This design comes from an exercise in tuning for small area, a short achievable clock period and few clock cycles per item on the open sky130 flow, not from production work.
In this exercise RTL edits were held to simulation tests only and were not proved equivalent to the original.
No activity file was given, so power comes from the tool's default toggle rates.

delta:
Design civ_engine, start of the top module:
module civ_engine (
    input  wire        clk,
    input  wire        rst,          
    input  wire        en,           
    input  wire [10:0] bound,        
    input  wire        rx_valid,
    input  wire [7:0]  rx_data,
    output wire        rx_ready,
    output wire        tx_valid,
    output reg  [7:0]  tx_data,
    input  wire        tx_ready,
    output wire        cb_req,
    output wire [3:0]  cb_slot,
    output wire [31:0] cb_arg,
    input  wire        cb_ack,
    input  wire [31:0] cb_rdata
);
    localparam [7:0] PREAMBLE   = 8'hFE;
    localparam [7:0] TERMINATOR = 8'hFD;
    localparam [7:0] ACK        = 8'hFB;
    localparam [7:0] NAK        = 8'hFA;
    localparam [7:0] RIG_ADDR   = 8'h56;
    localparam [7:0] CTRL_ADDR  = 8'hE0;
    localparam [7:0] RIG_ID     = 8'h56;
    localparam BPC = 4;
    localparam [1:0] RS_IDLE = 2'd0;
    localparam [1:0] RS_SAW  = 2'd1;
    localparam [1:0] RS_ACC  = 2'd2;
    localparam [1:0] P_IDLE  = 2'd0;
    localparam [1:0] P_ECHO  = 2'd1;
    localparam [1:0] P_CALL  = 2'd2;
    localparam [1:0] P_REPLY = 2'd3;
    localparam [4:0] T_NAK  = 5'd0;
    localparam [4:0] T_ACK  = 5'd1;
    localparam [4:0] T_ID   = 5'd6;
    localparam [4:0] T_0C   = 5'd7;
    localparam [4:0] T_10   = 5'd8;
    localparam [4:0] T_11   = 5'd9;
    localparam [4:0] T_12   = 5'd10;
    localparam [4:0] T_14   = 5'd11;
    localparam [4:0] T_16   = 5'd12;
    localparam [4:0] T_1A   = 5'd13;
    localparam [4:0] T_FREQ = 5'd16;     
    localparam [4:0] T_MODE = 5'd18;     
  ...
export LEC_CHECK = 0
export ABC_AREA = 1
export CAP_MARGIN = 20
export CORE_MARGIN = 2
export CORE_UTILIZATION = 60
export CTS_CLUSTER_DIAMETER = 80
export CTS_CLUSTER_SIZE = 30
export SLEW_MARGIN = 20
create_clock -name core_clock -period 40.0 [get_ports {clk}]
standard.sh (not shown) runs the stock make flow with config.mk's settings and CLKGATE_MAP_FILE= SYNTH_SCRIPT=/design/flow/synth_recipe.tcl, a recipe that flattens the netlist after the stock synthesis.
==> flow/flow/run.sh <==
#!/bin/bash
# Standard layout (the standard.sh) with two changes to how it is made:
#  - synthesis maps the logic with an area-oriented ABC script (flow/abc_area.script,
#    used in place of ORFS's, selected by ABC_AREA=1); registers are mapped as usual;
#  - the port buffers are made of the smallest buffer cell.
set -euo pipefail
rm -rf scripts_area
cp -r "$FLOW_HOME/scripts" scripts_area
cp flow/abc_area.script scripts_area/abc_area.script
export SCRIPTS_DIR="$PWD/scripts_area"
export BUFFER_PORTS_ARGS="-buffer_cell sky130_fd_sc_hd__buf_1"
bash standard.sh > standard_flow.log 2>&1
==> flow/flow/abc_area.script <==
strash
dch
amap
strash
&get -n
&st
&dch
&nf -R 1000 -p
&put
strash
dch
amap
topo
dnsize -c
delta completed every stage of the flow, and the final layout passed the timing, DRC and antenna checks.
Testbench counts of delta, summed over its fixed seeds: cycles 13,384, frames 768.
Relative to delta, the following input files were edited for cedar:
--- a/flow/design.v
+++ b/flow/design.v
@@ -214,115 +214,115 @@
         (rtype == T_10)   ? 8'h10 :
         (rtype == T_11)   ? 8'h11 :
         (rtype == T_12)   ? 8'h12 :
         (rtype == T_14)   ? 8'h14 :
         (rtype == T_16)   ? 8'h16 : 8'h1A;
     wire [7:0] sm0, sm1;
     civ_smeter_enc u_sm (.level(res[11:8]), .m0(sm0), .m1(sm1));
     reg [7:0] rdata;                     
     always @(*) begin
         rdata = 8'h00;
         case (rtype)
             T_FREQ: case (tc[2:0])
-                3'd5: rdata = xb;
+                3'd5: rdata = (cv != 3'd0) ? dab_out[7:0] : xb;   
                 3'd6: rdata = res[7:0];
                 3'd7: rdata = res[15:8];
                 3'd0: rdata = res[23:16];
                 default: ;
             endcase
             T_MODE: rdata = (tc[0]) ? {7'd0, res[8]} : 8'h01;
             T_SM: case (tc[1:0])
                 2'd1: rdata = 8'h02;
                 2'd2: rdata = sm0;
                 default: rdata = sm1;
             endcase
             T_PTT: rdata = (tc[0]) ? xb : {7'd0, res[8]};
             T_ID:  rdata = (tc[0]) ? xb : RIG_ID;
             T_14, T_16, T_1A: rdata = (tc == 5'd5) ? xb : 8'h00;
             default: ;
         endcase
     end
     wire [3:0] eidx = tc[3:0] - 4'd2;
     wire echo  = (ph == P_ECHO);
     wire reply = (ph == P_REPLY);
     wire [7:0] ebyte = buf_q[eidx];
     wire echo_last = (tc >= 5'd2) && (efull ? (tc[4] && tc[1]) : (ebyte == TERMINATOR));
     wire tx_last = echo ? echo_last : (tc == rlen);
-    wire cv_wait = (cv != 3'd0) && (tc == 5'd5);
+    wire cv_wait = (cv[2:1] != 2'b00) && (tc == 5'd5);
     assign tx_valid = echo || (reply && !cv_wait);
     wire tx_fire = tx_valid && tx_ready;
     always @(*) begin
         if (tc < 5'd2)
             tx_data = PREAMBLE;
         else if (tx_last)
             tx_data = TERMINATOR;
         else if (echo)
             tx_data = ebyte;
         else case (tc)
             5'd2:    tx_data = dst;
             5'd3:    tx_data = src;
             5'd4:    tx_data = code;
             default: tx_data = rdata;
         endcase
     end
     assign cb_req  = (ph == P_CALL);
     assign cb_slot = rtype[3:0];
     assign cb_arg  = res;
-    wire [7:0] dbyte = buf_q[3'd6 - {1'b0, tc[2:1]}];
+    wire [7:0] dbyte = buf_q[4'd6 - {2'b00, tc[2:1]}];
     wire [3:0] digit = tc[0] ? dbyte[3:0] : dbyte[7:4];
-    reg [27:0] hx;
-    reg [31:0] horner;
-    reg        hc;
+    wire [27:0] r4 = {res[25:0], 2'b00};
+    wire [27:0] dh = {25'd0, digit[3:1]};
+    reg  [27:0] hx;
+    reg  [31:0] horner;
+    reg         hc;
     integer hi;
     always @(*) begin
         hc = 1'b0;
         for (hi = 0; hi < 28; hi = hi + 1) begin
-            hx[hi] = res[hi] ^ (hi >= 2 ? res[hi-2] : 1'b0) ^ hc;
-            hc = (res[hi] & (hi >= 2 ? res[hi-2] : 1'b0)) |
-                 (hc & (res[hi] ^ (hi >= 2 ? res[hi-2] : 1'b0)));
+            hx[hi] = res[hi] ^ r4[hi] ^ hc;
+            hc = (res[hi] & r4[hi]) | (hc & (res[hi] ^ r4[hi]));
         end
         horner[0] = digit[0];
         hc = 1'b0;
-        for (hi = 1; hi < 29; hi = hi + 1) begin
-            horner[hi] = hx[hi-1] ^ (hi < 4 ? digit[hi] : 1'b0) ^ hc;
-            hc = (hx[hi-1] & (hi < 4 ? digit[hi] : 1'b0)) |
-                 (hc & (hx[hi-1] ^ (hi < 4 ? digit[hi] : 1'b0)));
+        for (hi = 0; hi < 28; hi = hi + 1) begin
+            horner[hi+1] = hx[hi] ^ dh[hi] ^ hc;
+            hc = (hx[hi] & dh[hi]) | (hc & (hx[hi] ^ dh[hi]));
         end
         horner[31:29] = 3'b000;
     end
     wire [3:0] top4 = cb_rdata[31:28];
     wire       top_ge10 = top4[3] & (top4[2] | top4[1]);
     wire [7:0] front = {3'd0, top_ge10, top_ge10 ? top4 - 4'd10 : top4};
     wire ack_freq = (ph == P_CALL) && (rtype == T_FREQ);
     wire [5:0] nlive = {cv < 3'd3, cv < 3'd4, cv < 3'd5, cv < 3'd6, cv < 3'd7, 1'b1};
     wire [5:0] nwrite = {cv <= 3'd3, cv <= 3'd4, cv <= 3'd5, cv <= 3'd6, 1'b1, 1'b1};
     reg  [31:0] bcd_cur;
     reg  [31:0] conv_res;
-    integer m;
+    integer m, m2;
     always @(*) begin
         bcd_cur[7:0] = xb;
         for (m = 0; m < 6; m = m + 1)
             bcd_cur[8+4*m +: 4] = res[4*m +: 4] & {4{nlive[m]}};
     end
     wire [31:0] dab_in = ack_freq ? {24'd0, front} : bcd_cur;
     wire [BPC-1:0] dab_bits = ack_freq ? cb_rdata[27:24] : res[31 -: BPC];
     wire [31:0] dab_out;
     civ_dabble_step #(.BPC(BPC)) u_dab (.bcd_in(dab_in), .bits(dab_bits), .bcd_out(dab_out));
     wire [31:0] rest_al = {cb_rdata[23:0], dab_out[15:8]};
     wire [31:0] res_sh = {res[31-BPC:0], {BPC{1'b0}}};
     always @(*) begin
         conv_res = res_sh;
-        for (m = 0; m < 6; m = m + 1)
-            if (nwrite[m])
-                conv_res[4*m +: 4] = dab_out[8+4*m +: 4];
+        for (m2 = 0; m2 < 6; m2 = m2 + 1)
+            if (nwrite[m2])
+                conv_res[4*m2 +: 4] = dab_out[8+4*m2 +: 4];
     end
     wire fin = (ph == P_IDLE) || (reply && tx_fire && tx_last);
     wire have_item = pend || item_frm || item_rej;
     wire go_frm = pend ? pend_frm : item_frm;
     reg [1:0] ph_n;
     reg       pend_n, dec_n;
     reg [4:0] tc_n;
     always @(*) begin
         ph_n   = ph;
         pend_n = pend;
         dec_n  = dec;
         tc_n   = tc;
Going from delta to cedar, detail-routed via count per cell grew by 2.9%, global-route wire length before repair grew by 3600 um, register cell area after layout held steady, critical path depth grew by 28.
[compare] base=delta new=cedar: power stayed essentially flat; maximum cell stage delay along the critical path rose by 0.40 ns.
Testbench counts of cedar, summed over its fixed seeds: cycles 13,196, frames 768.

separate check: timing with driven ports:
No port has a modelled driver above. Below, the same layouts with a new extraction and two added sets of constraints. Step 1 (the two cells are an assumption about what drives the block):
set clk [get_ports {clk}]
set_driving_cell -lib_cell sky130_fd_sc_hd__clkbuf_16 $clk
set_driving_cell -lib_cell sky130_fd_sc_hd__buf_2 [delete_from_list [all_inputs] $clk]
Step 2 also shifts input and output timing later by t, the mid clock arrival at the registers, as if the neighbouring blocks saw the same clock. Three values: ideal, step 1, step 2; two values: the first two.
run | t, ns | slack for setup (ns) | hold slack, ns
delta | 0.547 | 23.647 / 23.620 / 23.620 | 0.512 / 0.512 / 0.512
cedar | 0.542 | 17.621 / 17.598 / 17.598 | 0.560 / 0.560 / 0.560
After both steps setup and hold are still met in every run listed. For delta, which loses most, drivers alone change the setup slack by -0.027 ns; drivers and shift together by -0.027 ns.
